From an optimization exercise on the open Yosys and OpenROAD flow, aimed at small area, a short achievable clock period and few clock cycles per item; shortcuts taken in it are not production practice. RTL that was checked went through simulation tests only; none was proved equivalent to the original. The RTL of runs 1 and 2 was laid out without a check of its function. Power and IR drop assume default switching activity. The flow treats the clock pin as an ideal source, which a real chip does not have.

File: flow/config.mk
export PLATFORM = sky130hd
export DESIGN_NAME = mesi_engine
export DESIGN_NICKNAME = mesi_engine
export VERILOG_FILES = /design/flow/design.v
export SDC_FILE = /design/flow/constraint.sdc
export NUM_CORES = 4
export LEC_CHECK = 0
export CAP_MARGIN = 20
export CORE_MARGIN = 2
export CORE_UTILIZATION = 60
export SLEW_MARGIN = 20
File: flow/constraint.sdc
create_clock -name core_clock -period 12.0 [get_ports {clk}]
set_input_delay 2.4000 -clock core_clock [delete_from_list [all_inputs] [get_ports {clk}]]
set_output_delay 2.4000 -clock core_clock [all_outputs]
set_load 0.01 [all_outputs]
File: flow/design.v
module mesi_engine (
    input  wire        clk,
    input  wire        rst,             
    input  wire        req_valid,
    output wire        req_ready,
    input  wire [1:0]  req_core,
    input  wire        req_write,       
    input  wire [31:0] req_addr,
    output reg         rsp_valid,
    output reg         rsp_hit,
    output reg  [1:0]  rsp_state,       
    output reg         rsp_evict,       
    output reg         rsp_writeback,   
    output reg  [31:0] rsp_victim_addr, 
    output reg         rsp_upgrade,     
    output reg         rsp_provided,    
    output reg  [1:0]  rsp_source,      
    output reg         rsp_snoop_wb,    
    output reg  [1:0]  rsp_inval,       
    output reg  [7:0]  rsp_stall        
);
    localparam TAG_W = 26;
    localparam [1:0] ST_I = 2'b00, ST_S = 2'b01, ST_E = 2'b10, ST_M = 2'b11;
    assign req_ready = 1'b1;
    reg [TAG_W*64-1:0] tag_q;
    reg [2*64-1:0]     state_q;
    reg [6*16-1:0]     lru_q;
    reg [15:0]      lw_oh;      
    reg [1:0]       lw_s;
    reg [TAG_W-1:0] lw_t;
    reg             v1;
    reg [1:0]       c1;
    reg             w1;
    reg [TAG_W-1:0] t1;
    reg [1:0]       s1;
    always @(posedge clk) begin
        v1 <= !rst && req_valid;
        c1 <= req_core;
        w1 <= req_write;
        t1 <= req_addr[31:6];
        s1 <= req_addr[5:4];
    end
    reg             v2;
    reg [1:0]       c2;
    reg             w2;
    reg [TAG_W-1:0] t2;
    reg [1:0]       s2;
    reg [15:0]      m2;         
    reg [TAG_W-1:0] vt2;        
    reg             ss2;        
    reg [3:0]       c2oh;       
    reg             st2;        
    reg [1:0]       sq2  [0:15]; 
    reg [5:0]       lq2  [0:3];  
    reg [TAG_W-1:0] lt [0:15];
    integer i, k;
    always @* begin
        for (i = 0; i < 16; i = i + 1)
        begin
            lt[i] = {TAG_W{1'b0}};
            for (k = 0; k < 4; k = k + 1)
                if (s1 == k[1:0])
                    lt[i] = tag_q[{i[3:2], k[1:0], i[1:0]}*TAG_W +: TAG_W];
        end
    end
    always @(posedge clk) begin
        v2  <= !rst && v1;
        c2  <= c1;
        w2  <= w1;
        t2  <= t1;
        s2  <= s1;
        for (i = 0; i < 16; i = i + 1)
            m2[i] <= (lw_oh[i] && lw_s == s1) ?
                     (lw_t == t1) : (lt[i] == t1);
        ss2 <= (s1 == s2);
        c2oh <= 4'b0001 << c1;
        st2 <= (t1 == t2);
    end
    reg [1:0]  st   [0:15];    
    reg [15:0] vm;             
    reg [1:0]  pst  [0:3];     
    reg [3:0]  pv;             
    reg [3:0]  pm;             
    reg [3:0]  pp;             
    reg [3:0]  own_vm;         
    reg        hit;
    reg [1:0]  hit_state;
    reg [5:0]  lru;
    reg [3:0]  vic [0:3];
    reg [3:0]  vic_oh;
    reg [1:0]  victim;
    reg        victim_valid;
    reg        victim_m;
    reg [TAG_W-1:0] vtag;
    reg [3:0]  sup;            
    reg        provided;
    reg [1:0]  source;
    reg        any_peer;
    reg        snoop_wb;
    reg [1:0]  copies;
    reg [1:0]  miss_state;
    reg [1:0]  new_state;
    reg [3:0]  touch_oh;
    reg [7:0]  stall;
    reg        upgrade;
    reg [1:0]  nst  [0:15];    
    reg [5:0]  nlru;
    integer c, w;
    always @* begin
        for (i = 0; i < 16; i = i + 1) begin
            st[i] = sq2[i];
            vm[i] = (st[i] != ST_I) && ((ss2 && lw_oh[i]) ? st2 : m2[i]);
        end
        for (c = 0; c < 4; c = c + 1) begin
            pst[c] = ST_I;
            for (w = 0; w < 4; w = w + 1)
                if (vm[c*4+w])
                    pst[c] = pst[c] | st[c*4+w];
            pv[c] = vm[c*4] | vm[c*4+1] | vm[c*4+2] | vm[c*4+3];
            pp[c] = pv[c] && !c2oh[c];
            pm[c] = pp[c] && pst[c] == ST_M;
        end
        own_vm = 4'b0000;
        hit_state = ST_I;
        for (c = 0; c < 4; c = c + 1)
            if (c2oh[c]) begin
                own_vm    = own_vm | vm[c*4 +: 4];
                hit_state = hit_state | pst[c];
            end
        hit = |own_vm;
        for (c = 0; c < 4; c = c + 1) begin
            lru = lq2[c];
            if (st[c*4+0] == ST_I)      vic[c] = 4'b0001;
            else if (st[c*4+1] == ST_I) vic[c] = 4'b0010;
            else if (st[c*4+2] == ST_I) vic[c] = 4'b0100;
            else if (st[c*4+3] == ST_I) vic[c] = 4'b1000;
            else vic[c] = {lru[2] & lru[4] & lru[5],
                           lru[1] & lru[3] & !lru[5],
                           lru[0] & !lru[3] & !lru[4],
                           !lru[0] & !lru[1] & !lru[2]};
        end
        vic_oh = 4'b0000;
        lru = 6'd0;
        for (c = 0; c < 4; c = c + 1)
            if (c2oh[c]) begin
                vic_oh = vic_oh | vic[c];
                lru    = lru | lq2[c];
            end
        victim = {vic_oh[3] | vic_oh[2], vic_oh[3] | vic_oh[1]};
        victim_valid = 1'b0;
        victim_m     = 1'b0;
        vtag = vt2;
        for (i = 0; i < 16; i = i + 1)
            if (c2oh[i/4] && vic_oh[i%4]) begin
                victim_valid = victim_valid | (st[i] != ST_I);
                victim_m     = victim_m | (st[i] == ST_M);
            end
        any_peer = |pp;
        sup      = w2 ? pm : pp;
        provided = !hit && |sup;
        source   = sup[0] ? 2'd0 : sup[1] ? 2'd1 : sup[2] ? 2'd2 : 2'd3;
        snoop_wb = !hit && |pm;
        case (pp)
            4'b0000:                                     copies = 2'd0;
            4'b0001, 4'b0010, 4'b0100, 4'b1000:          copies = 2'd1;
            4'b0111, 4'b1011, 4'b1101, 4'b1110, 4'b1111: copies = 2'd3;
            default:                                     copies = 2'd2;
        endcase
        upgrade = hit && w2 && hit_state == ST_S;
        miss_state = w2 ? ST_M : (any_peer ? ST_S : ST_E);
        new_state  = hit ? (w2 ? ST_M : hit_state) : miss_state;
        touch_oh   = hit ? own_vm : vic_oh;
        case ({hit, victim_m, |sup})
            3'b000:  stall = 8'd100;
            3'b001:  stall = 8'd8;
            3'b010:  stall = 8'd200;
            3'b011:  stall = 8'd108;
            default: stall = 8'd0;
        endcase
        for (i = 0; i < 16; i = i + 1) begin
            nst[i] = st[i];
            if (c2oh[i/4]) begin
                if (vm[i])
                    nst[i] = w2 ? ST_M : st[i];
                else if (!hit && vic_oh[i%4])
                    nst[i] = miss_state;
            end else if (vm[i]) begin
                nst[i] = w2 ? ST_I : ST_S;
            end
        end
        nlru = lru;
        if (touch_oh[0]) begin nlru[0] = 1'b1; nlru[1] = 1'b1; nlru[2] = 1'b1; end
        if (touch_oh[1]) begin nlru[0] = 1'b0; nlru[3] = 1'b1; nlru[4] = 1'b1; end
        if (touch_oh[2]) begin nlru[1] = 1'b0; nlru[3] = 1'b0; nlru[5] = 1'b1; end
        if (touch_oh[3]) begin nlru[2] = 1'b0; nlru[4] = 1'b0; nlru[5] = 1'b0; end
    end
    integer l;
    always @(posedge clk) begin
        if (rst) begin
            for (l = 0; l < 64; l = l + 1)
                state_q[l*2 +: 2] <= ST_I;
        end else if (v2) begin
            for (i = 0; i < 16; i = i + 1)
                for (k = 0; k < 4; k = k + 1)
                    if (s2 == k[1:0])
                        state_q[{i[3:2], k[1:0], i[1:0]}*2 +: 2] <= nst[i];
        end
        if (v2) begin
            for (k = 0; k < 16; k = k + 1)
                if ({c2, s2} == k[3:0])
                    lru_q[k*6 +: 6] <= nlru;
        end
        for (i = 0; i < 16; i = i + 1)
            lw_oh[i] <= !rst && v2 && !hit && c2oh[i/4] && vic_oh[i%4];
        lw_s <= s2;
        lw_t <= t2;
        for (i = 0; i < 16; i = i + 1)
            for (k = 0; k < 4; k = k + 1)
                if (lw_oh[i] && lw_s == k[1:0])
                    tag_q[{i[3:2], k[1:0], i[1:0]}*TAG_W +: TAG_W] <= lw_t;
        rsp_valid       <= !rst && v2;
        rsp_hit         <= hit;
        rsp_state       <= new_state;
        rsp_evict       <= !hit && victim_valid;
        rsp_writeback   <= !hit && victim_m;
        rsp_victim_addr <= {vtag, s2, 4'b0000};
        rsp_upgrade     <= upgrade;
        rsp_provided    <= provided;
        rsp_source      <= source;
        rsp_snoop_wb    <= snoop_wb;
        rsp_inval       <= hit ? {1'b0, upgrade} : (w2 ? copies : 2'd0);
        rsp_stall       <= stall;
    end
    reg [1:0] sr [0:15];
    reg [5:0] lr [0:3];
    always @* begin
        for (i = 0; i < 16; i = i + 1) begin
            sr[i] = ST_I;
            for (k = 0; k < 4; k = k + 1)
                if (s1 == k[1:0])
                    sr[i] = state_q[{i[3:2], k[1:0], i[1:0]}*2 +: 2];
        end
        for (c = 0; c < 4; c = c + 1) begin
            lr[c] = 6'd0;
            for (k = 0; k < 4; k = k + 1)
                if (s1 == k[1:0])
                    lr[c] = lru_q[{c[1:0], k[1:0]}*6 +: 6];
        end
    end
    reg [5:0]       lr_own;
    reg [3:0]       lru_oh [0:4];
    reg [3:0]       vsel;
    reg [TAG_W-1:0] vt;
    reg [5:0]       um;
    integer t;
    always @* begin
        lr_own = 6'd0;
        for (c = 0; c < 4; c = c + 1)
            if (c1 == c[1:0]) lr_own = lr_own | lr[c];
        for (t = 0; t < 5; t = t + 1) begin
            um = lr_own;
            if (t == 0) begin um[0] = 1'b1; um[1] = 1'b1; um[2] = 1'b1; end
            if (t == 1) begin um[0] = 1'b0; um[3] = 1'b1; um[4] = 1'b1; end
            if (t == 2) begin um[1] = 1'b0; um[3] = 1'b0; um[5] = 1'b1; end
            if (t == 3) begin um[2] = 1'b0; um[4] = 1'b0; um[5] = 1'b0; end
            lru_oh[t] = {um[2] & um[4] & um[5],
                         um[1] & um[3] & !um[5],
                         um[0] & !um[3] & !um[4],
                         !um[0] & !um[1] & !um[2]};
        end
        if (v2 && c1 == c2 && s1 == s2)
            vsel = ({4{touch_oh[0]}} & lru_oh[0]) | ({4{touch_oh[1]}} & lru_oh[1]) |
                   ({4{touch_oh[2]}} & lru_oh[2]) | ({4{touch_oh[3]}} & lru_oh[3]);
        else
            vsel = lru_oh[4];
        vt = lt[{c1, vsel[3] | vsel[2], vsel[3] | vsel[1]}];
    end
    always @(posedge clk) begin
        vt2 <= vt;
        for (i = 0; i < 16; i = i + 1)
            sq2[i] <= (v2 && s1 == s2) ? nst[i] : sr[i];
        for (c = 0; c < 4; c = c + 1)
            lq2[c] <= (v2 && s1 == s2 && c2 == c[1:0]) ? nlru : lr[c];
    end
endmodule
File: flow/flow/run.sh
#!/bin/bash
# Standard synthesis, then the standard layout steps with a tighter setup
# target for the resizer's timing repair (the SDC is unchanged) and larger
# clock-tree sink clusters without dummy loads.
set -euo pipefail
bash standard.sh synth > synth.log 2>&1
bash standard.sh SETUP_SLACK_MARGIN=8.5 \
  "CTS_ARGS=-sink_clustering_enable -repair_clock_nets -dont_use_dummy_load -sink_clustering_size 30 -sink_clustering_max_diameter 60" \
  finish > layout.log 2>&1
File: flow/standard.sh
#!/bin/bash
# synth_recipe.tcl (not shown) runs the flow's synth.tcl, then flattens the netlist and writes it again
# the make line also repeats each setting of config.mk as NAME=value (left out here)
make -C /OpenROAD-flow-scripts/flow DESIGN_CONFIG=/design/flow/config.mk WORK_HOME=/design/flow/orfs CLKGATE_MAP_FILE= SYNTH_SCRIPT=/design/flow/synth_recipe.tcl "${@:-finish}"
==> results of run 1 <==
## critical path, cell delays in order, from the launching register on
cell and delay, ps:
dfxtp_4 420, buf_16 160, mux4_2 570, mux4_2 530
inv_2 80, nand2b_1 80, o32a_4 360, nand2_8 190
buf_8 140, buf_12 150, mux2i_1 370, o21ai_0 240
a21oi_1 250, a41oi_2 150
## routing by layer
layer	up-vias	GRT usage [%]	part of all wire [%]
met1	27371	55.9	38
met5	-	0	0.017
li1	21016	-	-
met4	8	15.0	4.7
met3	580	10.6	13
met2	3727	54.9	44
## timing repair
item,CTS,global route
pin swaps,72,54
endpoints found under the setup margin,332,209
setup buffers,138,29
cloned,37,6
gates resized for setup,677,126
## worst paths after layout
check | startpoint | end | slack [ps] | cells after the start
max reg2reg | s1[1] | vt2[17] | 8140 | 13
min reg2reg | vt2[20] | rsp_victim_addr[26] | 340 | 0
max | s1[1] | vt2[17] | 8140 | 13
min | vt2[20] | rsp_victim_addr[26] | 340 | 0
## layout make-up
cell class              count  area (sq um)
multi-input cells        2734         27900
well taps                1917          2400
repair buffers            462          5320
flip-flops and latches   2143         60700
clock buffers             139          3480
inverters                  17          67.6
fillers                  9689         45900
diodes                      5          12.5
## per-stage QoR
step,std cells,setup slack (ps),util (%)
after global placement,7059,5810,62.7
after CTS,7376,8210,67.9
after detailed placement,7062,5790,62.7
final,7417,8140,68.5
after global routing,7412,8150,68.5
after floorplan,5240,8580,-
## cells by family after synthesis
kind of cell             Yosys count  share of synthesized area (%)
XOR/XNOR                         476                           4.73
buffers and inverters            374                           1.86
flip-flops                      2143                           68.6
adder cells (fa/ha/maj)            3                         0.0426
multiplexers                     637                           14.5
AND/OR/NAND/NOR                  937                           5.29
AO/OA/AOI/OAI                    662                           4.97
other                              2                        0.00851
## sequential cells by signal, indices dropped and copies added (netlist names), 4 cells and up
name and count:
tag_q 1664, state_q 128, lru_q 96, sq2 32, rsp_victim_addr 27, lw_t 26
t1 26, t2 26, vt2 26, lq2 24, lw_oh 16, m2 16
c2oh 4, rsp_stall 4
## power by group through the flow
stage	Combinational (W)	Sequential, W	Clock, W
after floorplan	0.000634	0.00835	0
after global placement	0.00115	0.00836	0
after detailed placement	0.00116	0.00836	0
after CTS	0.00138	0.00819	0.00438
after global routing	0.00148	0.00820	0.00463
final	0.00145	0.00820	0.00436
## layout by cell type, fill, tap and decap left out, drive strengths merged, types with 8 or more instances in the layout
cell type and n:
nor4 63, mux2i 76, or2 22, and3 52, mux2 55, and2 74, a221oi 10, o22ai 21
a22oi 53, o21a 14, dfxtp 383, a21oi 196, o21ai 105, nand2b 14, mux4 506, o211a 8
or3 8, a311oi 11, conb 8, edfxtp 1760, nor2b 16, bufbuf 21, inv 16, clkbuf 145
xor2 167, nor3 36, o22a 11, a31oi 42, nand2 291, xnor2 309, nand4 93, clkdlybuf4s50 32
nor2 181, buf 403, a21boi 21, nand3 80, a22o 36, a211oi 69
==> impl_metrics.csv, run 1 <==
group,metric,value,unit
outcome,status,"finished clean",
cells_and_area,drive_above_1_share,28.1,%
clock_network,cts_tree,"built",
worst_setup_path,arrival,4480,ps
sta,finalCritPeriodShare,32.2,%
floorplan,dieArea,150000,sq um
yosys,yosys_most_used_dff,"edfxtp_1",
yosys,synthesis.area,88200,sq um
place,dpl.hpwl,169,mm
global_route,grt_max_degree,98,
yosys,syn_inst,5234,
floorplan,core_area,146000,sq um
cells_and_area,nets,5538,
yosys,synth_warnings,11,
routing,ant_nets,0,
routing,wl,288,mm
sta,final.setup.tns,0,ps
yosys,yosys-top-cells-area,"edfxtp_1, mux4_2, dfxtp_1, xnor2_1, xor2_1",
floorplan,initial_core_util,60.5,%
clock_network,cts_htree_levels,4,
floorplan,die_w,387,um
power_and_ir_drop,power,0.0140,W
yosys,synth_edf_count,1760,
clock_network,postCtsHoldBufs,0,
place,dpl_cell_area,91400,sq um
power_and_ir_drop,sequentialPowerShare,58.5,%
yosys,yosysMostFrequentCell,"edfxtp_1",
clock_network,clock_path_buffers,3,
yosys,syn_avg_cell_area,16.9,sq um
worst_hold_path,hold_path.class,"reg -> reg",
yosys,synth_commonest_cells,"edfxtp_1, mux4_2, dfxtp_1",
power_and_ir_drop,clkPwrFrac,31.1,%
global_route,grt_overflow_total,0,
routing,vias,52702,
floorplan,die_h,387,um
power_and_ir_drop,leakage,32.0,nW
sta,skew,90.5,ps
sta,hold_violations,0,
worst_setup_path,cp-end-kind,"flop",
run,maxCapViolCount,0,
clock_network,numCtsBuffers,139,
worst_setup_path,crit_path_max_fanout,10,
cells_and_area,final_area,99900,sq um
clock_network,cts_sinks,2143,
routing,wl_per_cell,38.9,um
power_and_ir_drop,combPwrFrac,10.4,%
global_route,antenna_found_initial,12,
yosys,ys_seq_area_share,68.6,%
power_and_ir_drop,powerDensity,140,nW/um^2
floorplan,io_pins,92,
clock_network,clk_pin_slew,80,ps
routing,drt_iter0_drc,8427,
global_route,grt_pass1_vias,49568,
global_route,grt_use_total,38.2,%
yosys,synth_cell_types,86,
place,portBuffers,79,
floorplan,row_count,140,
place,globalplace.congestion,0.964,
worst_setup_path,crit_type,"reg -> reg",
yosys,async_flop_share,0,%
yosys,synth_top_area_cell,"edfxtp_1",
yosys,synth_top_area_share,59.9,%
clock_network,clk_latency,800,ps
global_route,grt_pass1_wl,394,mm
sta,tightest_slew,1180,ps
worst_setup_path,required,12620,ps
power_and_ir_drop,switching_share,23.5,%
sta,period_minus_slack,3860,ps
routing,firstDrtPassIters,8,
power_and_ir_drop,ir_drop,0.000157,V
clock_network,cts_root_buf,"clkbuf_16",
sta,grt_setup_unrepaired,"yes",
worst_setup_path,start_kind,"flop",
power_and_ir_drop,intPower,0.0107,W
cells_and_area,syn_to_final_growth,13.2,%
sta,final-setup-viol-count,0,
sta,fmax,0.259,GHz
routing,via_per_inst,7.11,
routing,drc_errors,0,
power_and_ir_drop,power.switching,0.00330,W
sta,slew_headroom,20.7,%
yosys,synth_seq_cells,2143,
sta,worst_hold_slack,341,ps
sta,drv_slew,0,
==> inputs of run 2 (changes only) <==
--- a/flow/design.v
+++ b/flow/design.v
@@ -28,4 +28,2 @@
     reg [15:0]      lw_oh;      
-    reg [1:0]       lw_s;
-    reg [TAG_W-1:0] lw_t;
     reg             v1;
@@ -48,3 +46,3 @@
     reg [15:0]      m2;         
-    reg [TAG_W-1:0] vt2;        
+    reg [TAG_W-1:0] own2 [0:3]; 
     reg             ss2;        
@@ -53,3 +51,3 @@
     reg [1:0]       sq2  [0:15]; 
-    reg [5:0]       lq2  [0:3];  
+    reg [5:0]       lo2;         
     reg [TAG_W-1:0] lt [0:15];
@@ -72,4 +70,5 @@
         for (i = 0; i < 16; i = i + 1)
-            m2[i] <= (lw_oh[i] && lw_s == s1) ?
-                     (lw_t == t1) : (lt[i] == t1);
+            m2[i] <= (lt[i] == t1);
+        for (i = 0; i < 4; i = i + 1)
+            own2[i] <= lt[{c1, i[1:0]}];
         ss2 <= (s1 == s2);
@@ -88,3 +87,3 @@
     reg [5:0]  lru;
-    reg [3:0]  vic [0:3];
+    reg [1:0]  ost  [0:3];     
     reg [3:0]  vic_oh;
@@ -130,20 +129,16 @@
         hit = |own_vm;
-        for (c = 0; c < 4; c = c + 1) begin
-            lru = lq2[c];
-            if (st[c*4+0] == ST_I)      vic[c] = 4'b0001;
-            else if (st[c*4+1] == ST_I) vic[c] = 4'b0010;
-            else if (st[c*4+2] == ST_I) vic[c] = 4'b0100;
-            else if (st[c*4+3] == ST_I) vic[c] = 4'b1000;
-            else vic[c] = {lru[2] & lru[4] & lru[5],
-                           lru[1] & lru[3] & !lru[5],
-                           lru[0] & !lru[3] & !lru[4],
-                           !lru[0] & !lru[1] & !lru[2]};
-        end
-        vic_oh = 4'b0000;
-        lru = 6'd0;
-        for (c = 0; c < 4; c = c + 1)
-            if (c2oh[c]) begin
-                vic_oh = vic_oh | vic[c];
-                lru    = lru | lq2[c];
-            end
+        for (w = 0; w < 4; w = w + 1) begin
+            ost[w] = ST_I;
+            for (c = 0; c < 4; c = c + 1)
+                if (c2oh[c]) ost[w] = ost[w] | st[c*4+w];
+        end
+        lru = lo2;
+        if (ost[0] == ST_I)      vic_oh = 4'b0001;
+        else if (ost[1] == ST_I) vic_oh = 4'b0010;
+        else if (ost[2] == ST_I) vic_oh = 4'b0100;
+        else if (ost[3] == ST_I) vic_oh = 4'b1000;
+        else vic_oh = {lru[2] & lru[4] & lru[5],
+                       lru[1] & lru[3] & !lru[5],
+                       lru[0] & !lru[3] & !lru[4],
+                       !lru[0] & !lru[1] & !lru[2]};
         victim = {vic_oh[3] | vic_oh[2], vic_oh[3] | vic_oh[1]};
@@ -151,3 +146,5 @@
         victim_m     = 1'b0;
-        vtag = vt2;
+        vtag = {TAG_W{1'b0}};
+        for (w = 0; w < 4; w = w + 1)
+            if (vic_oh[w]) vtag = vtag | own2[w];
         for (i = 0; i < 16; i = i + 1)
@@ -214,8 +211,6 @@
             lw_oh[i] <= !rst && v2 && !hit && c2oh[i/4] && vic_oh[i%4];
-        lw_s <= s2;
-        lw_t <= t2;
         for (i = 0; i < 16; i = i + 1)
             for (k = 0; k < 4; k = k + 1)
-                if (lw_oh[i] && lw_s == k[1:0])
-                    tag_q[{i[3:2], k[1:0], i[1:0]}*TAG_W +: TAG_W] <= lw_t;
+                if (v2 && !hit && c2oh[i/4] && vic_oh[i%4] && s2 == k[1:0])
+                    tag_q[{i[3:2], k[1:0], i[1:0]}*TAG_W +: TAG_W] <= t2;
         rsp_valid       <= !rst && v2;
@@ -234,3 +229,3 @@
     reg [1:0] sr [0:15];
-    reg [5:0] lr [0:3];
+    reg [5:0] lr;
     always @* begin
@@ -242,43 +237,11 @@
         end
-        for (c = 0; c < 4; c = c + 1) begin
-            lr[c] = 6'd0;
-            for (k = 0; k < 4; k = k + 1)
-                if (s1 == k[1:0])
-                    lr[c] = lru_q[{c[1:0], k[1:0]}*6 +: 6];
-        end
-    end
-    reg [5:0]       lr_own;
-    reg [3:0]       lru_oh [0:4];
-    reg [3:0]       vsel;
-    reg [TAG_W-1:0] vt;
-    reg [5:0]       um;
-    integer t;
-    always @* begin
-        lr_own = 6'd0;
-        for (c = 0; c < 4; c = c + 1)
-            if (c1 == c[1:0]) lr_own = lr_own | lr[c];
-        for (t = 0; t < 5; t = t + 1) begin
-            um = lr_own;
-            if (t == 0) begin um[0] = 1'b1; um[1] = 1'b1; um[2] = 1'b1; end
-            if (t == 1) begin um[0] = 1'b0; um[3] = 1'b1; um[4] = 1'b1; end
-            if (t == 2) begin um[1] = 1'b0; um[3] = 1'b0; um[5] = 1'b1; end
-            if (t == 3) begin um[2] = 1'b0; um[4] = 1'b0; um[5] = 1'b0; end
-            lru_oh[t] = {um[2] & um[4] & um[5],
-                         um[1] & um[3] & !um[5],
-                         um[0] & !um[3] & !um[4],
-                         !um[0] & !um[1] & !um[2]};
-        end
-        if (v2 && c1 == c2 && s1 == s2)
-            vsel = ({4{touch_oh[0]}} & lru_oh[0]) | ({4{touch_oh[1]}} & lru_oh[1]) |
-                   ({4{touch_oh[2]}} & lru_oh[2]) | ({4{touch_oh[3]}} & lru_oh[3]);
-        else
-            vsel = lru_oh[4];
-        vt = lt[{c1, vsel[3] | vsel[2], vsel[3] | vsel[1]}];
-    end
-    always @(posedge clk) begin
-        vt2 <= vt;
+        lr = 6'd0;
+        for (k = 0; k < 16; k = k + 1)
+            if ({c1, s1} == k[3:0])
+                lr = lru_q[k*6 +: 6];
+    end
+    always @(posedge clk) begin
         for (i = 0; i < 16; i = i + 1)
             sq2[i] <= (v2 && s1 == s2) ? nst[i] : sr[i];
-        for (c = 0; c < 4; c = c + 1)
-            lq2[c] <= (v2 && s1 == s2 && c2 == c[1:0]) ? nlru : lr[c];
+        lo2 <= (v2 && s1 == s2 && c1 == c2) ? nlru : lr;
     end
--- a/flow/flow/run.sh
+++ b/flow/flow/run.sh
@@ -7,3 +7,3 @@
 bash standard.sh SETUP_SLACK_MARGIN=8.5 \
-  "CTS_ARGS=-sink_clustering_enable -repair_clock_nets -dont_use_dummy_load -sink_clustering_size 30 -sink_clustering_max_diameter 60" \
+  "CTS_ARGS=-sink_clustering_enable -repair_clock_nets -dont_use_dummy_load -sink_clustering_size 30 -sink_clustering_max_diameter 80" \
   finish > layout.log 2>&1
==> run 2 against run 1 <==
  * Register-to-register slack gained 260 ps
  * First-iteration DRC count shrank 23%
  * Clock-buffer cell count shrank 39
  * Cell count fell by 7.1%
  * Largest power group unchanged
  * Via count shrank 8.6%
  * Power fell by 6.9%
  * Sequential power is 1% higher
==> impl_metrics.csv, run 2 <==
group,metric,value,unit
outcome,status,"finished clean",
power_and_ir_drop,intPower,0.0101,W
floorplan,initial_core_util,60.3,%
worst_setup_path,reg2reg_from,"c2oh[1]",
sta,skew,110,ps
yosys,ys_seq_area_share,70.8,%
worst_setup_path,start_kind,"flop",
sta,worst_hold_slack,331,ps
floorplan,die_h,384,um
yosys,synthesis.area,86400,sq um
global_route,grt_pass1_vias,45880,
worst_hold_path,hold_path.class,"reg -> reg",
global_route,grt_use_total,35.3,%
power_and_ir_drop,switching_share,22.6,%
power_and_ir_drop,powerDensity,137,nW/um^2
worst_hold_path,whs_endpoint,"w2",
sta,fmax,0.277,GHz
cells_and_area,fin_cells,6891,
power_and_ir_drop,sequentialPowerShare,63.7,%
worst_setup_path,crit_type,"reg -> reg",
yosys,synth_commonest_cells,"edfxtp_1, mux4_2, dfxtp_1",
place,dpl_cell_area,90100,sq um
sta,final.setup.tns,0,ps
worst_hold_path,hold_path_depth,0,
yosys,synth_top_area_share,61.2,%
worst_setup_path,r2r_slack,8390,ps
yosys,synth_warnings,9,
cells_and_area,final_area,95300,sq um
routing,met3WireLength,27.0,mm
cells_and_area,largest_register_ffs,1664,
sta,grt_setup_unrepaired,"yes",
worst_setup_path,crit_chain,"buf_6 -> o21a_1 -> or4_4 -> a41o_1 -> buf_6 -> a222oi_1 -> nand2_1",
clock_network,clk_pin_slew,100,ps
global_route,grt_overflow_total,0,
worst_setup_path,worst_r2r_path_depth,7,
cells_and_area,nets,5028,
yosys,async_flop_share,0,%
sta,tightest_slew,1270,ps
worst_setup_path,crit_path_max_fanout,38,
power_and_ir_drop,power.switching,0.00294,W
clock_network,cts_sinks,2177,
routing,ant_nets,0,
clock_network,clock_path_buffers,3,
sta,period_minus_slack,3610,ps
global_route,grt_max_degree,66,
yosys,synth_cell_types,82,
power_and_ir_drop,ir_drop,0.000176,V
power_and_ir_drop,combPwrFrac,8.0,%
power_and_ir_drop,power,0.0130,W
worst_setup_path,cp_common_cell,"buf_6",
cells_and_area,layout_commonest_cell,"edfxtp_1",
routing,firstDrtPassIters,9,
place,place_inst,6636,
yosys,synth_top_area_cell,"edfxtp_1",
worst_setup_path,rr_endpoint,"rsp_victim_addr[10]",
clock_network,cts_tree,"built",
power_and_ir_drop,clkPwrFrac,28.3,%
yosys,synth_seq_cells,2177,
worst_setup_path,cp-end-kind,"flop",
run,maxCapViolCount,0,
floorplan,row_count,139,
floorplan,io_pins,92,
routing,vias,48171,
place,dpl.hpwl,154,mm
clock_network,numCtsBuffers,100,
worst_setup_path,slowest_stage,"a222oi_1",
cells_and_area,mostFrequentLayoutCells,"edfxtp_1, mux4_2, dfxtp_1, xor2_1, nand2_1",
routing,drt_iter0_drc,6458,
global_route,antenna_found_initial,12,
sta,final-setup-viol-count,0,
cells_and_area,drive_above_1_share,25.0,%
worst_hold_path,worst_hold_startpoint,"w1",
yosys,syn_inst,4809,
routing,via_per_inst,6.99,
routing,wl,259,mm
yosys,yosys_most_used_dff,"edfxtp_1",
worst_setup_path,slowest_delay,1140,ps
sta,slew_headroom,15.1,%
yosys,yosys-top-cells-area,"edfxtp_1, mux4_2, dfxtp_1, xor2_1, xnor2_1",
clock_network,cts_root_buf,"clkbuf_16",
routing,drc_errors,0,
floorplan,core_area,143000,sq um
clock_network,cts_htree_levels,3,
worst_setup_path,arrival,4090,ps
sta,finalCritPeriodShare,30.1,%
place,globalplace.congestion,0.959,
power_and_ir_drop,leakage,30.1,nW
routing,wirelength_met1,98.4,mm
cells_and_area,syn_to_final_growth,10.2,%
routing,wl_per_cell,37.6,um
sta,drv_slew,0,
place,portBuffers,79,
global_route,grt_pass1_wl,359,mm
sta,hold_violations,0,
clock_network,clk_latency,780,ps
routing,top_layer,"met5",
worst_setup_path,required,12480,ps
yosys,syn_avg_cell_area,18.0,sq um
yosys,yosysMostFrequentCell,"edfxtp_1",
yosys,synth_edf_count,1760,
floorplan,die_w,384,um
floorplan,dieArea,147000,sq um
routing,met2RoutedLength,123,mm
-- run 2: changes by cell type after synthesis, sizes merged, moves of 39 or more --
cell    change
mux2       -45
xor2      +111
a22oi      -39
xnor2     -139
a211oi     -47
a21oi      -77
nand2      -56
mux4       +55
buf        -45
and2       -71
mux2i      -63
nand4      -44
-- run 2: per-stage QoR --
step	worst slack [ps]	utilization [%]
floorplan	8310	-
CTS	8340	66.2
finish	8390	66.5
global route	8350	66.5
global placement	6990	62.8
detailed placement	6940	62.9
-- run 2: kinds of logic after synthesis --
family	synth area share (%)
DFF	70.8
and+or+nand+nor	4.06
muxes	14.9
AOI/OAI and AO/OA	4.08
xor gates and xnor gates	4.54
buffers and inverters	1.55
adders and majority gates	0.0434
other	0.00869
-- run 2: what timing repair did --
action,in CTS,in global routing
hold buffers,0,0
setup buffers,102,5
setup endpoints to repair,2092,684
gates cloned,40,2
gates resized for setup,350,58
pin swaps,72,4
-- run 2: power groups by stage --
stage,clock [W],sequential (W),combinational (W)
3_3_place_gp,0,0.00847,0.000987
3_5_place_dp,0,0.00848,0.000994
2_1_floorplan,0,0.00847,0.000554
6_report,0.00369,0.00831,0.00105
4_1_cts,0.00373,0.00830,0.00102
5_1_grt,0.00395,0.00831,0.00109
-- run 2: worst max path at each step --
stage,endpoint,from,cells after the start,slack (ps)
after floorplan,tag_q[100],sq2[11][1],8,8310
after global placement,tag_q[1415],ss2,7,6990
after detailed placement,tag_q[1304],ss2,7,6940
after CTS,rsp_victim_addr[18],rsp_victim_addr[18],1,8340
after global routing,rsp_victim_addr[14],rsp_victim_addr[14],1,8350
final,rsp_victim_addr[10],c2oh[1],7,8390
-- run 2: final cells by class --
cell class                      instances  area (sq um)
Antenna cell                            3          7.51
Clock buffer                          100          2500
Fill cell                            9680         48000
Inverter                               29           115
Multi-Input combinational cell       2341         25100
Sequential cell                      2177         61300
Tap cell                             1903          2380
Timing Repair Buffer                  338          3840
-- run 2: worst max-delay path: cells and delay by family (launching register included) --
kind	cells	cell delay, ps
AND/OR/NAND/NOR	2	980
AO/OA/AOI/OAI	3	1620
flip-flops	1	310
buffers and inverters	2	400
-- run 2: routing by layer --
metal | vias to the layer above | GRT usage [%]
met4 | 10 | 12.7
met3 | 455 | 7.63
li1 | 19417 | -
met5 | - | 0
met1 | 25516 | 50.2
met2 | 2773 | 54.9
==> inputs of run 3 (changes only) <==
--- a/flow/design.v
+++ b/flow/design.v
@@ -49,2 +49,4 @@
     reg [3:0]       c2oh;       
+    reg [3:0]       s2oh;       
+    reg [15:0]      cs2oh;      
     reg             st2;        
@@ -75,2 +77,4 @@
         c2oh <= 4'b0001 << c1;
+        s2oh <= (!rst && v1) ? 4'b0001 << s1 : 4'b0000;
+        cs2oh <= (!rst && v1) ? 16'd1 << {c1, s1} : 16'd0;
         st2 <= (t1 == t2);
@@ -198,13 +202,11 @@
                 state_q[l*2 +: 2] <= ST_I;
-        end else if (v2) begin
+        end else begin
             for (i = 0; i < 16; i = i + 1)
                 for (k = 0; k < 4; k = k + 1)
-                    if (s2 == k[1:0])
+                    if (s2oh[k])
                         state_q[{i[3:2], k[1:0], i[1:0]}*2 +: 2] <= nst[i];
         end
-        if (v2) begin
-            for (k = 0; k < 16; k = k + 1)
-                if ({c2, s2} == k[3:0])
-                    lru_q[k*6 +: 6] <= nlru;
-        end
+        for (k = 0; k < 16; k = k + 1)
+            if (cs2oh[k])
+                lru_q[k*6 +: 6] <= nlru;
         for (i = 0; i < 16; i = i + 1)
@@ -213,3 +215,3 @@
             for (k = 0; k < 4; k = k + 1)
-                if (v2 && !hit && c2oh[i/4] && vic_oh[i%4] && s2 == k[1:0])
+                if (!hit && cs2oh[{i[3:2], k[1:0]}] && vic_oh[i%4])
                     tag_q[{i[3:2], k[1:0], i[1:0]}*TAG_W +: TAG_W] <= t2;
--- a/flow/flow/run.sh
+++ b/flow/flow/run.sh
@@ -6,3 +6,3 @@
 bash standard.sh synth > synth.log 2>&1
-bash standard.sh SETUP_SLACK_MARGIN=8.5 \
+bash standard.sh SETUP_SLACK_MARGIN=8.35 \
   "CTS_ARGS=-sink_clustering_enable -repair_clock_nets -dont_use_dummy_load -sink_clustering_size 30 -sink_clustering_max_diameter 80" \
==> run 3 against run 2 <==
  * Clock skew shrank 7.9 ps
  * Critical path depth shrank 6
  * Sequential power grew 1%
  * Wire length shrank 1.7%
  * Worst setup slack lost 74 ps
  * Synthesized area grew 0.88%
  * Maximum frequency shrank 2.0%
  * Sequential share of layout area grew 1.6 points
  * Register-to-register slack lost 40 ps
  * Utilization shrank 1.4 points
  * Critical endpoint is now rsp_victim_addr[23]
  * Largest cell class unchanged
==> impl_metrics.csv, run 3 <==
group,metric,value,unit
outcome,status,"finished clean",
clock_network,cts_root_buf,"clkbuf_16",
place,dpl.hpwl,157,mm
power_and_ir_drop,leakage,29.5,nW
floorplan,die_h,385,um
routing,via_per_inst,7.01,
sta,slew_headroom,23.2,%
global_route,grt_use_total,34.5,%
cells_and_area,final-seq-area,61700,sq um
clock_network,cts_sinks,2197,
yosys,async_flop_share,0,%
place,portBuffers,79,
yosys,synth_fa_ha_area_share,0.0431,%
cells_and_area,drive_above_1_share,21.5,%
worst_setup_path,cp-end-kind,"output pin",
global_route,grt_pass1_vias,45047,
floorplan,die_w,385,um
yosys,syn_avg_cell_area,18.0,sq um
routing,ant_nets,0,
yosys,synth_cell_types,84,
power_and_ir_drop,combPwrFrac,7.8,%
routing,drc_errors,0,
yosys,synth_top_area_cell,"edfxtp_1",
cells_and_area,final_area,93500,sq um
yosys,syn_inst,4842,
sta,drv_slew,0,
sta,final-setup-viol-count,0,
clock_network,postCtsHoldBufs,0,
sta,finalCritPeriodShare,30.7,%
clock_network,clk_pin_slew,110,ps
place,dpl_cell_area,90300,sq um
yosys,yosysMostFrequentCell,"edfxtp_1",
worst_setup_path,critPathTopFamily,"flip-flops",
yosys,synth_top_area_share,60.6,%
power_and_ir_drop,clkPwrFrac,28.1,%
power_and_ir_drop,intPower,0.0101,W
yosys,synth_compound_area_share,4.08,%
sta,hold_violations,0,
yosys,synth_edf_count,1760,
floorplan,dieArea,148000,sq um
yosys,synth_seq_cells,2197,
yosys,synth_warnings,9,
routing,wl,255,mm
worst_setup_path,arrival,1280,ps
yosys,yosys.area_share.simple,4.42,%
yosys,ys_seq_area_share,70.7,%
routing,drt_iter0_drc,6842,
global_route,grt_max_degree,111,
routing,firstDrtPassIters,12,
routing,vias,47706,
yosys,synthesis.area,87200,sq um
worst_hold_path,hold_path.class,"reg -> reg",
cells_and_area,layout_commonest_cell,"edfxtp_1",
sta,tightest_slew,1150,ps
sta,skew,102,ps
cells_and_area,multi_input_area,24400,sq um
power_and_ir_drop,sequentialPowerShare,64.0,%
sta,final.setup.tns,0,ps
worst_setup_path,required,9600,ps
worst_setup_path,start_kind,"flop",
global_route,grt_pass1_wl,354,mm
global_route,antenna_found_initial,15,
power_and_ir_drop,ir_drop,0.000136,V
power_and_ir_drop,switching_share,22.8,%
power_and_ir_drop,power.switching,0.00298,W
yosys,synth_commonest_cells,"edfxtp_1, mux4_2, dfxtp_1",
clock_network,clock_path_buffers,3,
yosys,yosys_most_used_dff,"edfxtp_1",
worst_setup_path,r2r_slack,8350,ps
sta,grt_setup_unrepaired,"yes",
cells_and_area,largest_register_ffs,1664,
clock_network,cts_tree,"built",
yosys,synth_top_family_by_area,"multiplexers",
floorplan,core_area,144000,sq um
global_route,grt_overflow_total,0,
worst_setup_path,crit_path_max_fanout,1,
cells_and_area,mostFrequentLayoutCells,"edfxtp_1, mux4_2, dfxtp_1, xor2_1, nand2_1",
worst_setup_path,crit_type,"reg -> out",
power_and_ir_drop,powerDensity,140,nW/um^2
worst_setup_path,crit_chain,"buf_6",
floorplan,io_pins,92,
worst_setup_path,slowest_delay,410,ps
cells_and_area,n_fill_cell,9822,
worst_setup_path,crit_buf_inv,1,
sta,period_minus_slack,3680,ps
cells_and_area,syn_to_final_growth,7.29,%
routing,wl_per_cell,37.4,um
clock_network,clk_latency,770,ps
sta,fmax,0.272,GHz
yosys,synth_xor_area_share,4.49,%
run,maxCapViolCount,0,
place,globalplace.congestion,0.953,
floorplan,initial_core_util,60.6,%
worst_setup_path,slowest_stage,"dfxtp_4",
floorplan,row_count,139,
yosys,synthMuxAreaShare,14.6,%
yosys,yosys-top-cells-area,"edfxtp_1, mux4_2, dfxtp_1, xor2_1, xnor2_1",
clock_network,cts_htree_levels,3,
clock_network,numCtsBuffers,98,
cells_and_area,nets,4938,
-- run 3: layout make-up --
cell class / instances / area share, %
sequential: 2197 / 66.0
multi-input combinational: 2300 / 26.1
inverter: 60 / 0.257
tap: 1903 / 2.55
timing repair buffer: 240 / 2.44
antenna: 6 / 0.0161
clock buffer: 98 / 2.62
-- run 3: metrics by stage --
step | hold slack [ps] | power (W) | setup WS (ps) | util, % | std cells
global placement | 315 | 0.00953 | 7080 | 62.8 | 6671
CTS | 344 | 0.0131 | 8300 | 64.8 | 6783
floorplan | 310 | 0.00910 | 8660 | - | 4848
global route | 347 | 0.0134 | 8280 | 65.0 | 6799
detailed placement | 319 | 0.00954 | 7040 | 62.8 | 6671
finish | 342 | 0.0131 | 8320 | 65.0 | 6804
-- run 3: logic make-up (layout without fill, tap and decap cells) --
kind of cell	count (synthesis)	after routing
xor+xnor	447	447
simple gates	773	773
buf+inv	351	398
fa+ha+maj	3	3
other cells	2	14
flops	2197	2197
mux	577	577
compound gates	492	492
-- run 3: path summary, 6_finish.rpt --
path / start / to / depth (start not counted)
worst max-delay path: rsp_victim_addr[23] / rsp_victim_addr[23] / 1
worst min-delay path: w1 / w2 / 0
worst max register to register: m2[6] / tag_q[1203] / 8
worst min register to register: w1 / w2 / 0
-- run 3: repair_timing --
item | in CTS | in global routing
resized for setup | 309 | 55
endpoints found under the setup margin | 2043 | 486
cloned | 3 | 1
pin swaps | 2 | 3
buffers inserted | 11 | 13
-- run 3: routing by layer --
metal	up-vias	track usage, %	part of all wire (%)
met5	-	0	0.024
met4	10	12.8	4.6
met3	442	7.01	9.9
met2	2584	52.5	46
met1	25368	50.1	39
li1	19302	-	-
-- run 3: power by group through the flow --
stage	clock network, W	logic (W)	registers (W)
finish	0.00369	0.00103	0.00840
global route	0.00395	0.00107	0.00840
detailed placement	0	0.000978	0.00856
CTS	0.00372	0.00100	0.00839
global placement	0	0.000971	0.00856
floorplan	0	0.000560	0.00854
Testbench counts of run 3, summed over its fixed seeds: cycles 32,024, items 32,000.
==> inputs of run 4 (changes only) <==
--- a/flow/flow/run.sh
+++ b/flow/flow/run.sh
@@ -6,3 +6,3 @@
 bash standard.sh synth > synth.log 2>&1
-bash standard.sh SETUP_SLACK_MARGIN=8.35 \
+bash standard.sh SETUP_SLACK_MARGIN=8.5 \
   "CTS_ARGS=-sink_clustering_enable -repair_clock_nets -dont_use_dummy_load -sink_clustering_size 30 -sink_clustering_max_diameter 80" \
==> run 4 against run 3 <==
  * Register-to-register slack better by 140 ps
  * Utilization rose by 0.38 points
  * Clock skew up 2.7 ps
  * Synthesized area unchanged
  * Critical endpoint is now rsp_victim_addr[10]
==> impl_metrics.csv, run 4 <==
group,metric,value,unit
outcome,status,"finished clean",
place,portBuffers,79,
yosys,synth_top_area_cell,"edfxtp_1",
place,globalplace.congestion,0.953,
floorplan,dieArea,148000,sq um
power_and_ir_drop,power,0.0131,W
sta,tightest_slew,1440,ps
worst_setup_path,slowest_stage,"dfxtp_4",
routing,drt_iter0_drc,7092,
cells_and_area,layout_commonest_cell,"edfxtp_1",
yosys,async_flop_share,0,%
sta,hold_violations,0,
yosys,yosys_most_used_dff,"edfxtp_1",
clock_network,clk_pin_slew,110,ps
yosys,synth_top_area_share,60.6,%
routing,wl,265,mm
yosys,synth_cell_types,84,
place,place_inst,6671,
cells_and_area,fin_cells,6838,
routing,via_per_inst,7.11,
clock_network,clock_path_buffers,3,
yosys,synthesis.area,87200,sq um
clock_network,cts_tree,"built",
cells_and_area,largest_register_ffs,1664,
sta,period_minus_slack,3670,ps
sta,final-setup-viol-count,0,
power_and_ir_drop,leakage,29.7,nW
sta,final.setup.tns,0,ps
worst_hold_path,hold_path.class,"reg -> reg",
worst_setup_path,start_kind,"flop",
yosys,synth_seq_cells,2197,
sta,drv_slew,0,
global_route,grt_pass1_wl,360,mm
cells_and_area,drive_above_1_share,22.4,%
yosys,syn_inst,4842,
cells_and_area,fin_util,65.4,%
global_route,grt_max_degree,111,
floorplan,die_h,385,um
worst_setup_path,slowest_delay,400,ps
sta,skew,104,ps
yosys,yosys-top-cells-area,"edfxtp_1, mux4_2, dfxtp_1, xor2_1, xnor2_1",
routing,ant_nets,0,
yosys,synth_commonest_cells,"edfxtp_1, mux4_2, dfxtp_1",
floorplan,initial_core_util,60.6,%
yosys,ys_seq_area_share,70.7,%
clock_network,cts_root_buf,"clkbuf_16",
worst_setup_path,crit_chain,"buf_6",
worst_setup_path,required,9600,ps
cells_and_area,syn_to_final_growth,7.91,%
cells_and_area,mostFrequentLayoutCells,"edfxtp_1, mux4_2, dfxtp_1, xor2_1, nand2_1",
floorplan,io_pins,92,
sta,fmax,0.272,GHz
sta,grt_setup_unrepaired,"yes",
yosys,yosysMostFrequentCell,"edfxtp_1",
clock_network,numCtsBuffers,98,
run,maxCapViolCount,0,
floorplan,die_w,385,um
worst_setup_path,cp-end-kind,"output pin",
sta,finalCritPeriodShare,30.6,%
sta,slew_headroom,4.16,%
clock_network,postCtsHoldBufs,0,
global_route,grt_pass1_vias,45489,
routing,wl_per_cell,38.7,um
global_route,antenna_found_initial,21,
worst_setup_path,crit_type,"reg -> out",
clock_network,cts_htree_levels,3,
routing,vias,48613,
cells_and_area,nets,4967,
sta,worst_hold_slack,344,ps
worst_setup_path,arrival,1270,ps
worst_setup_path,crit_path_max_fanout,1,
worst_setup_path,crit_buf_inv,1,
global_route,grt_use_total,35.3,%
yosys,synth_edf_count,1760,
floorplan,row_count,139,
clock_network,clk_latency,770,ps
yosys,synth_warnings,9,
routing,firstDrtPassIters,9,
routing,drc_errors,0,
yosys,syn_avg_cell_area,18.0,sq um
power_and_ir_drop,powerDensity,139,nW/um^2
place,dpl.hpwl,157,mm
clock_network,cts_sinks,2197,
worst_setup_path,critPathTopFamily,"flip-flops",
power_and_ir_drop,ir_drop,0.000136,V
floorplan,core_area,144000,sq um
global_route,grt_overflow_total,0,
[run 4: cell counts after synthesis]
No cell type changed its count.
[run 4: final cells by class]
type,count,area [sq um]
antenna,11,27.5
clock buffer,98,2450
fill,9781,49800
inverter,60,240
multi-input combinational,2329,24800
sequential,2197,61700
tap,1903,2380
timing repair buffer,240,2450
[run 4: what timing repair did]
item                       in CTS  in global routing
hold endpoints to repair        0                  0
cloned                         17                 16
setup endpoints to repair    2063                977
resized for setup             367                 88
pin swaps                      13                 10
buffers inserted               20                  4
[run 4: worst paths after layout]
check / startpoint / to / slack (ps) / depth (start not counted)
max: rsp_victim_addr[10] / rsp_victim_addr[10] / 8330 / 1
min: w1 / w2 / 340 / 0
max reg2reg: m2[6] / tag_q[49] / 8490 / 7
min reg2reg: w1 / w2 / 340 / 0
[run 4: cell families after synthesis]
family / Yosys count / share of synthesized area [%]
AO/OA/AOI/OAI: 492 / 4.08
XOR/XNOR: 447 / 4.49
adder cells (fa/ha/maj): 3 / 0.0431
buffers and inverters: 351 / 1.66
flip-flops: 2197 / 70.7
multiplexers: 577 / 14.6
other: 2 / 0.00861
AND/OR/NAND/NOR: 773 / 4.42
[run 4: report_power, final]
part	leakage [nW]	total [W]	internal (W)	switching, W
logic	9.08	0.00104	0.000374	0.000665
registers	19.4	0.00840	0.00830	0.0000992
clock network	1.21	0.00369	0.00146	0.00223
total	29.7	0.0131	0.0101	0.00299
[run 4: metal layers]
metal	share of wire (%)	track usage, %	vias up
li1	-	-	19402
met1	38	50.9	25687
met2	46	53.8	3026
met3	11	7.13	486
met4	4.7	13.8	12
met5	0.029	0	-
[run 4: through the flow]
step           worst slack (ps)  area [sq um]
6_report                   8330         94100
5_1_grt                    8280         94100
4_1_cts                    8300         93600
3_5_place_dp               7040         90300
3_3_place_gp               7080         90300
2_1_floorplan              8660         87200
==> inputs of run 5 (changes only) <==
--- a/flow/flow/run.sh
+++ b/flow/flow/run.sh
@@ -7,3 +7,3 @@
 bash standard.sh SETUP_SLACK_MARGIN=8.5 \
-  "CTS_ARGS=-sink_clustering_enable -repair_clock_nets -dont_use_dummy_load -sink_clustering_size 30 -sink_clustering_max_diameter 80" \
+  "CTS_ARGS=-sink_clustering_enable -repair_clock_nets -dont_use_dummy_load -sink_clustering_size 30 -sink_clustering_max_diameter 100" \
   finish > layout.log 2>&1
==> run 5 against run 4 <==
  * First-iteration DRC count rose by 3.6%
  * Sequential share of layout area rose by 0.35 points
  * Utilization shrank 0.35 points
  * Clock power shrank 6.5%
  * Still clean on timing, DRC and antenna
  * Combinational power about the same
  * Critical endpoint is now rsp_victim_addr[22]
  * Design area down 0.53%
  * Flip-flop and latch count unchanged
==> impl_metrics.csv, run 5 <==
group,metric,value,unit
floorplan,initial_core_util,60.6,%
clock_network,numCtsBuffers,83,
routing,drc_errors,0,
place,dpl.hpwl,157,mm
clock_network,clk_latency,750,ps
floorplan,core_area,144000,sq um
global_route,grt_use_total,35.5,%
routing,drt_iter0_drc,7350,
power_and_ir_drop,ir_drop,0.000118,V
yosys,syn_inst,4842,
power_and_ir_drop,leakage,29.5,nW
power_and_ir_drop,clkPwrFrac,26.8,%
routing,wl_per_cell,38.3,um
place,portBuffers,79,
worst_setup_path,start_kind,"flop",
yosys,synthesis.area,87200,sq um
cells_and_area,nets,4954,
routing,via_per_inst,7.06,
sta,fmax,0.273,GHz
floorplan,io_pins,92,
sta,final.setup.tns,0,ps
cells_and_area,drive_above_1_share,22.2,%
cells_and_area,layout_commonest_cell,"edfxtp_1",
power_and_ir_drop,intPower,0.00992,W
global_route,grt_pass1_wl,362,mm
sta,slew_headroom,14.7,%
yosys,synth_seq_cells,2197,
routing,ant_nets,0,
sta,hold_violations,0,
yosys,synth_edf_count,1760,
worst_setup_path,arrival,1260,ps
yosys,ys_seq_area_share,70.7,%
sta,drv_slew,0,
floorplan,die_h,385,um
clock_network,clock_path_buffers,3,
place,place_inst,6671,
floorplan,die_w,385,um
cells_and_area,syn_to_final_growth,7.34,%
run,maxCapViolCount,0,
worst_setup_path,crit_path_max_fanout,1,
routing,vias,48125,
sta,period_minus_slack,3660,ps
cells_and_area,largest_register_ffs,1664,
sta,skew,67.3,ps
power_and_ir_drop,powerDensity,138,nW/um^2
clock_network,clk_pin_slew,120,ps
worst_setup_path,cp-end-kind,"output pin",
floorplan,dieArea,148000,sq um
floorplan,row_count,139,
yosys,async_flop_share,0,%
global_route,grt_pass1_vias,45650,
worst_setup_path,crit_chain,"buf_6",
worst_setup_path,slowest_delay,410,ps
power_and_ir_drop,power.switching,0.00296,W
cells_and_area,fin_cells,6819,
yosys,yosys_most_used_dff,"edfxtp_1",
power_and_ir_drop,sequentialPowerShare,65.2,%
clock_network,cts_tree,"built",
clock_network,cts_sinks,2197,
cells_and_area,fin_util,65.1,%
yosys,synth_commonest_cells,"edfxtp_1, mux4_2, dfxtp_1",
worst_setup_path,required,9600,ps
yosys,synth_cell_types,84,
clock_network,postCtsHoldBufs,0,
global_route,grt_overflow_total,0,
yosys,synth_top_area_cell,"edfxtp_1",
sta,finalCritPeriodShare,30.5,%
global_route,grt_max_degree,111,
yosys,synth_top_area_share,60.6,%
outcome,status,"finished clean",
global_route,antenna_found_initial,17,
yosys,yosysMostFrequentCell,"edfxtp_1",
cells_and_area,mostFrequentLayoutCells,"edfxtp_1, mux4_2, dfxtp_1, xor2_1, nand2_1",
routing,firstDrtPassIters,6,
worst_setup_path,crit_buf_inv,1,
worst_hold_path,hold_path.class,"reg -> reg",
power_and_ir_drop,switching_share,23.0,%
place,globalplace.congestion,0.953,
worst_setup_path,critPathTopFamily,"flip-flops",
yosys,synth_warnings,9,
sta,final-setup-viol-count,0,
worst_setup_path,slowest_stage,"dfxtp_4",
sta,grt_setup_unrepaired,"yes",
clock_network,cts_root_buf,"clkbuf_16",
yosys,yosys-top-cells-area,"edfxtp_1, mux4_2, dfxtp_1, xor2_1, xnor2_1",
clock_network,cts_htree_levels,3,
power_and_ir_drop,combPwrFrac,8.0,%
routing,wl,261,mm
sta,tightest_slew,1280,ps
yosys,syn_avg_cell_area,18.0,sq um
worst_setup_path,crit_type,"reg -> out",
[run 5: cell count changes in the layout (fill, tap and decap cells not counted), sizes merged]
| cell | before | now |
|---|---|---|
| clkbuf | 99 | 84 |
| diode | 11 | 5 |
| buf | 203 | 204 |
| clkinvlp | 2 | 3 |
[run 5: stage by stage]
stage / cell area, sq um / setup WS, ps / hold WS (ps) / total power (W)
after floorplan: 87200 / 8660 / 310 / 0.00910
after global placement: 90300 / 7080 / 315 / 0.00953
after detailed placement: 90300 / 7040 / 319 / 0.00954
after CTS: 93300 / 8320 / 347 / 0.0129
after global routing: 93600 / 8320 / 348 / 0.0132
final: 93600 / 8340 / 345 / 0.0129
[run 5: layout make-up]
cell class	count	area, sq um
Timing Repair inverter	1	5.00
Tap cell	1903	2380
Antenna cell	5	12.5
Sequential cell	2197	61700
Timing Repair Buffer	241	2370
Multi-Input combinational cell	2329	24800
Inverter	60	240
Clock buffer	83	2080
Fill cell	9826	50300
[run 5: power by group through the flow]
stage | logic [W] | clock network, W | registers, W
global route | 0.00107 | 0.00371 | 0.00840
floorplan | 0.000560 | 0 | 0.00854
global placement | 0.000971 | 0 | 0.00856
CTS | 0.00101 | 0.00347 | 0.00839
detailed placement | 0.000978 | 0 | 0.00856
finish | 0.00103 | 0.00345 | 0.00840
[run 5: logic make-up after synthesis]
family	after synthesis	share of synthesized area, %
mux	577	14.6
simple gates	773	4.42
buf+inv	351	1.66
compound gates	492	4.08
xor+xnor	447	4.49
flops	2197	70.7
other cells	2	0.00861
fa+ha+maj	3	0.0431
[run 5: layer usage]
metal / vias up / wire, um / GRT usage [%]
met2: 2870 / 120000 / 54.1
met5: - / 0 / 0
met3: 456 / 29000 / 7.01
met1: 25441 / 100000 / 51.2
met4: 0 / 12000 / 14.1
li1: 19358 / - / -
[run 5: final timing paths]
| check | startpoint | depth (start not counted) | end | slack (ps) |
|---|---|---|---|---|
| worst max-delay path | rsp_victim_addr[22] | 1 | rsp_victim_addr[22] | 8340 |
| worst min-delay path | w1 | 0 | w2 | 340 |
| worst max register to register | s1[0] | 8 | m2[9] | 8530 |
| worst min register to register | w1 | 0 | w2 | 340 |
[run 5: timing repair]
item                       in CTS  in global routing
buffers inserted               21                  4
setup endpoints to repair    2065               1177
gates resized for setup       373                 71
gates cloned                   33                  1
pin swaps                      25                  4
==> inputs of run 6 (changes only) <==
--- a/flow/config.mk
+++ b/flow/config.mk
@@ -9,3 +9,4 @@
 export CORE_MARGIN = 2
-export CORE_UTILIZATION = 60
+export CORE_UTILIZATION = 70
+export PLACE_DENSITY = 0.75
 export SLEW_MARGIN = 20
==> run 6 against run 5 <==
  * Still clean
  * Sequential share of layout area grew 0.18 points
  * Wire length shrank 3.1%
  * Power down 0.24%
  * Synthesized cell count unchanged
  * Design area fell by 0.29%
  * Clock skew is 1.1 ps higher
  * Clock-buffer cell count is the same
  * Register-to-register slack got worse by 60 ps
  * Via count is 2.5% higher
  * Critical path depth unchanged
  * Critical endpoint is now rsp_victim_addr[7]
  * Largest power group unchanged
  * Highest routed layer is now met5
==> impl_metrics.csv, run 6 <==
group,metric,value,unit
outcome,status,"finished clean",
yosys,synth_seq_cells,2197,
sta,skew,68.4,ps
floorplan,core_area,124000,sq um
yosys,synth_cell_types,84,
worst_setup_path,required,9600,ps
yosys,synth_edf_count,1760,
cells_and_area,mostFrequentLayoutCells,"edfxtp_1, mux4_2, dfxtp_1, xor2_1, nand2_1",
yosys,syn_avg_cell_area,18.0,sq um
clock_network,clk_latency,750,ps
sta,hold_violations,0,
sta,worst_hold_slack,348,ps
global_route,grt_pass1_wl,351,mm
global_route,grt_max_degree,91,
power_and_ir_drop,power.switching,0.00292,W
yosys,synth_top_area_cell,"edfxtp_1",
floorplan,initial_core_util,70.5,%
worst_setup_path,crit_path_max_fanout,1,
power_and_ir_drop,combPwrFrac,8.0,%
cells_and_area,syn_to_final_growth,7.03,%
yosys,synth_top_area_share,60.6,%
place,place_inst,6418,
yosys,ys_seq_area_share,70.7,%
sta,final-setup-viol-count,0,
routing,drt_iter0_drc,9286,
place,place_ws,7090,ps
clock_network,cts_htree_levels,3,
power_and_ir_drop,intPower,0.00993,W
yosys,yosysMostFrequentCell,"edfxtp_1",
power_and_ir_drop,switching_share,22.8,%
worst_setup_path,arrival,1230,ps
worst_setup_path,slowest_delay,380,ps
worst_setup_path,slowest_stage,"dfxtp_4",
sta,fin_ws,8370,ps
sta,tightest_slew,1190,ps
worst_setup_path,crit_chain,"buf_6",
global_route,antenna_found_initial,14,
global_route,grt_overflow_total,0,
clock_network,clk_pin_slew,110,ps
clock_network,clock_path_buffers,3,
routing,wl,253,mm
worst_hold_path,hold_path.class,"reg -> reg",
place,dpl.hpwl,154,mm
cells_and_area,layout_commonest_cell,"edfxtp_1",
routing,firstDrtPassIters,10,
routing,via_per_inst,7.52,
power_and_ir_drop,ir_drop,0.000184,V
floorplan,dieArea,127000,sq um
worst_setup_path,crit_type,"reg -> out",
routing,drc_errors,0,
routing,ant_nets,0,
sta,grt_setup_unrepaired,"yes",
yosys,synth_warnings,9,
sta,final.setup.tns,0,ps
cells_and_area,nets,4959,
worst_setup_path,start_kind,"flop",
yosys,async_flop_share,0,%
clock_network,cts_sinks,2197,
run,maxCapViolCount,0,
yosys,yosys-top-cells-area,"edfxtp_1, mux4_2, dfxtp_1, xor2_1, xnor2_1",
clock_network,cts_root_buf,"clkbuf_16",
global_route,grt_pass1_vias,46793,
routing,vias,49337,
cells_and_area,fin_cells,6561,
place,globalplace.congestion,0.931,
yosys,yosys_most_used_dff,"edfxtp_1",
worst_setup_path,cp-end-kind,"output pin",
sta,fmax,0.275,GHz
floorplan,die_w,357,um
power_and_ir_drop,leakage,29.5,nW
routing,wl_per_cell,38.6,um
global_route,grt_use_total,40.1,%
floorplan,io_pins,92,
yosys,synth_commonest_cells,"edfxtp_1, mux4_2, dfxtp_1",
clock_network,cts_tree,"built",
floorplan,row_count,129,
worst_setup_path,crit_buf_inv,1,
cells_and_area,largest_register_ffs,1664,
sta,drv_slew,0,
power_and_ir_drop,clkPwrFrac,26.6,%
power_and_ir_drop,power,0.0129,W
sta,slew_headroom,20.4,%
power_and_ir_drop,sequentialPowerShare,65.4,%
worst_setup_path,critPathTopFamily,"flip-flops",
floorplan,die_h,357,um
sta,finalCritPeriodShare,30.3,%
yosys,synthesis.area,87200,sq um
power_and_ir_drop,powerDensity,138,nW/um^2
yosys,syn_inst,4842,
clock_network,numCtsBuffers,83,
sta,period_minus_slack,3630,ps
place,portBuffers,79,
cells_and_area,drive_above_1_share,21.8,%
[run 6: cell counts after synthesis]
No cell type changed its count.
[run 6: cell families after synthesis]
group | count (synthesis) | share of synthesized area [%]
AO/OA/AOI/OAI | 492 | 4.08
XOR/XNOR | 447 | 4.49
adder cells (fa/ha/maj) | 3 | 0.0431
buffers and inverters | 351 | 1.66
flip-flops | 2197 | 70.7
multiplexers | 577 | 14.6
other | 2 | 0.00861
AND/OR/NAND/NOR | 773 | 4.42
[run 6: area by class of cell]
type | instances | area [sq um]
Antenna cell | 8 | 20.0
Clock buffer | 83 | 2080
Fill cell | 7073 | 30300
Inverter | 60 | 244
Multi-Input combinational cell | 2314 | 24600
Sequential cell | 2197 | 61700
Tap cell | 1637 | 2050
Timing Repair Buffer | 261 | 2540
Timing Repair inverter | 1 | 5.00
[run 6: worst paths after layout]
kind                 startpoint                 end  slack (ps)  cells after the start
max          rsp_victim_addr[7]  rsp_victim_addr[7]        8370                      1
min                          w1                  w2         350                      0
max reg2reg               s1[1]               m2[4]        8470                      7
min reg2reg                  w1                  w2         350                      0
[run 6: power groups by stage]
stage / Sequential [W] / Clock (W) / Combinational (W)
floorplan: 0.00854 / 0 / 0.000560
global placement: 0.00856 / 0 / 0.000947
detailed placement: 0.00856 / 0 / 0.000958
CTS: 0.00839 / 0.00341 / 0.000990
global route: 0.00840 / 0.00364 / 0.00105
finish: 0.00840 / 0.00342 / 0.00103
[run 6: stage by stage]
stage / util [%] / cell area [sq um]
finish: 75.5 / 93300
global route: 75.5 / 93300
CTS: 75.2 / 93000
detailed placement: 72.9 / 90100
global placement: 72.9 / 90100
floorplan: - / 87200
[run 6: what timing repair did]
item,in CTS,in global routing
hold buffers,0,0
cloned,18,1
gates resized for setup,357,67
pin swaps,15,1
buffers inserted,25,8
setup endpoints to repair,2045,1431
[run 6: per-layer routing]
layer / share of wire (%) / track usage, %
met1: 35 / 55.8
met4: 5.8 / 18.7
met5: 0.022 / 0
met2: 46 / 61.0
met3: 13 / 9.97
==> inputs of run 7 (changes only) <==
--- a/flow/flow/run.sh
+++ b/flow/flow/run.sh
@@ -7,3 +7,3 @@
 bash standard.sh SETUP_SLACK_MARGIN=8.5 \
-  "CTS_ARGS=-sink_clustering_enable -repair_clock_nets -dont_use_dummy_load -sink_clustering_size 30 -sink_clustering_max_diameter 100" \
+  "CTS_ARGS=-sink_clustering_enable -repair_clock_nets -dont_use_dummy_load -sink_clustering_size 30 -sink_clustering_max_diameter 200" \
   finish > layout.log 2>&1
--- a/flow/config.mk
+++ b/flow/config.mk
@@ -9,4 +9,3 @@
 export CORE_MARGIN = 2
-export CORE_UTILIZATION = 70
-export PLACE_DENSITY = 0.75
+export CORE_UTILIZATION = 60
 export SLEW_MARGIN = 20
==> run 7 against run 6 <==
  * Register-to-register slack better by 50 ps
  * Sequential power about the same
  * Critical path depth unchanged
  * Global-route usage decreased by 4.5 points
  * Design area is 0.32% higher
==> impl_metrics.csv, run 7 <==
group,metric,value,unit
yosys,async_flop_share,0,%
yosys,synth_edf_count,1760,
cells_and_area,layout_commonest_cell,"edfxtp_1",
worst_setup_path,rr_endpoint,"m2[9]",
floorplan,core_area,144000,sq um
cells_and_area,syn_to_final_growth,7.37,%
clock_network,postCtsHoldBufs,0,
worst_hold_path,hold_path.class,"reg -> reg",
global_route,antenna_found_initial,18,
clock_network,clk_pin_slew,120,ps
sta,tightest_slew,1250,ps
sta,period_minus_slack,3630,ps
clock_network,clk_latency,760,ps
worst_setup_path,critPathTopFamily,"flip-flops",
yosys,synth_cell_types,84,
sta,finalCritPeriodShare,30.3,%
floorplan,row_count,139,
global_route,grt_use_total,35.6,%
cells_and_area,final_area,93600,sq um
outcome,status,"finished clean",
global_route,grt_overflow_total,0,
yosys,synth_commonest_cells,"edfxtp_1, mux4_2, dfxtp_1",
sta,grt_setup_unrepaired,"yes",
floorplan,dieArea,148000,sq um
sta,slew_headroom,16.9,%
routing,drc_errors,0,
sta,hold_violations,0,
cells_and_area,drive_above_1_share,22.3,%
worst_setup_path,arrival,1230,ps
sta,drv_slew,0,
worst_setup_path,crit_chain,"buf_6",
yosys,yosys_most_used_dff,"edfxtp_1",
worst_setup_path,worst_r2r_path_depth,8,
yosys,ys_seq_area_share,70.7,%
worst_setup_path,cp.depth,1,
worst_setup_path,reg2reg_from,"s1[0]",
worst_hold_path,whs_endpoint,"w2",
place,place_ws,7040,ps
power_and_ir_drop,powerDensity,137,nW/um^2
clock_network,cts_root_buf,"clkbuf_16",
cells_and_area,largest_register_ffs,1664,
clock_network,numCtsBuffers,83,
routing,ant_nets,0,
place,place_inst,6671,
worst_setup_path,crit_buf_inv,1,
routing,drt_iter0_drc,7144,
yosys,yosysMostFrequentCell,"edfxtp_1",
yosys,synth_top_area_share,60.6,%
cells_and_area,fin_cells,6821,
floorplan,die_w,385,um
yosys,yosys-top-cells-area,"edfxtp_1, mux4_2, dfxtp_1, xor2_1, xnor2_1",
routing,via_per_inst,7.05,
routing,firstDrtPassIters,9,
worst_setup_path,slowest_delay,410,ps
global_route,grt_max_degree,111,
sta,final.setup.tns,0,ps
worst_setup_path,slowest_stage,"dfxtp_4",
yosys,syn_avg_cell_area,18.0,sq um
yosys,synth_warnings,9,
yosys,syn_inst,4842,
floorplan,io_pins,92,
sta,final-setup-viol-count,0,
yosys,synthesis.area,87200,sq um
place,dpl_cell_area,90300,sq um
worst_setup_path,crit_type,"reg -> out",
worst_setup_path,cp-end-kind,"output pin",
power_and_ir_drop,power,0.0129,W
power_and_ir_drop,leakage,29.5,nW
routing,wl,262,mm
clock_network,cts_tree,"built",
worst_setup_path,required,9600,ps
==> run 7: cell count changes in the layout (fill, tap and decap cells not counted), sizes merged <==
cell,before,now
buf,224,202
and2,79,95
diode,8,11
a21oi,76,75
bufbuf,3,4
clkbuf,85,84
clkinvlp,4,3
nor3,35,34
==> run 7: cell type report <==
type / instances / area (sq um)
inverters: 60 / 244
flip-flops and latches: 2197 / 61700
fillers: 9833 / 50200
well taps: 1903 / 2380
multi-input cells: 2328 / 24800
repair buffers: 239 / 2380
clock buffers: 83 / 2080
diodes: 11 / 27.5
==> run 7: power by group <==
part           internal (W)  switching [W]
Combinational      0.000374       0.000663
Clock               0.00125        0.00218
Sequential          0.00830      0.0000986
Total               0.00992        0.00295
==> run 7: kinds of logic after synthesis <==
family / count (synthesis) / synth area share [%]
adder cells (fa/ha/maj): 3 / 0.0431
buffers and inverters: 351 / 1.66
multiplexers: 577 / 14.6
XOR/XNOR: 447 / 4.49
AND/OR/NAND/NOR: 773 / 4.42
AO/OA/AOI/OAI: 492 / 4.08
other: 2 / 0.00861
flip-flops: 2197 / 70.7
==> run 7: worst max-delay path by stage <==
stage                          endpoint                start
floorplan                   state_q[70]                  rst
global placement             tag_q[190]                  ss2
detailed placement           tag_q[190]                  ss2
CTS                 rsp_victim_addr[22]  rsp_victim_addr[22]
global route        rsp_victim_addr[22]  rsp_victim_addr[22]
finish              rsp_victim_addr[22]  rsp_victim_addr[22]
==> run 7: worst register-to-register path, cell delays in order (launching register included) <==
cell     delay [ps]
dfxtp_4         380
buf_12          170
buf_8           410
buf_12          470
mux4_2          610
xor2_1          160
nor4_1          530
nand3_1         310
nor4_1          360
==> run 7: timing repair <==
| action | CTS | global route |
|---|---|---|
| setup endpoints to repair | 2065 | 1115 |
| resized for setup | 381 | 78 |
| gates cloned | 32 | 0 |
| buffers inserted | 19 | 4 |
| pin swaps | 26 | 4 |
==> run 7: per-layer routing <==
metal / track usage, % / share of wire, % / routed length, um / vias to the layer above
met2: 54.6 / 46 / 122000 / 2894
met4: 13.7 / 4.6 / 12000 / 6
met1: 51.0 / 38 / 100000 / 25388
met5: 0 / 0.016 / 43 / -
li1: - / - / - / 19354
met3: 7.18 / 11 / 27900 / 443
==> run 7: per-stage QoR <==
step	util [%]	hold slack (ps)
finish	65.1	346
global route	65.1	348
CTS	64.9	347
detailed placement	62.8	319
global placement	62.8	315
floorplan	-	310
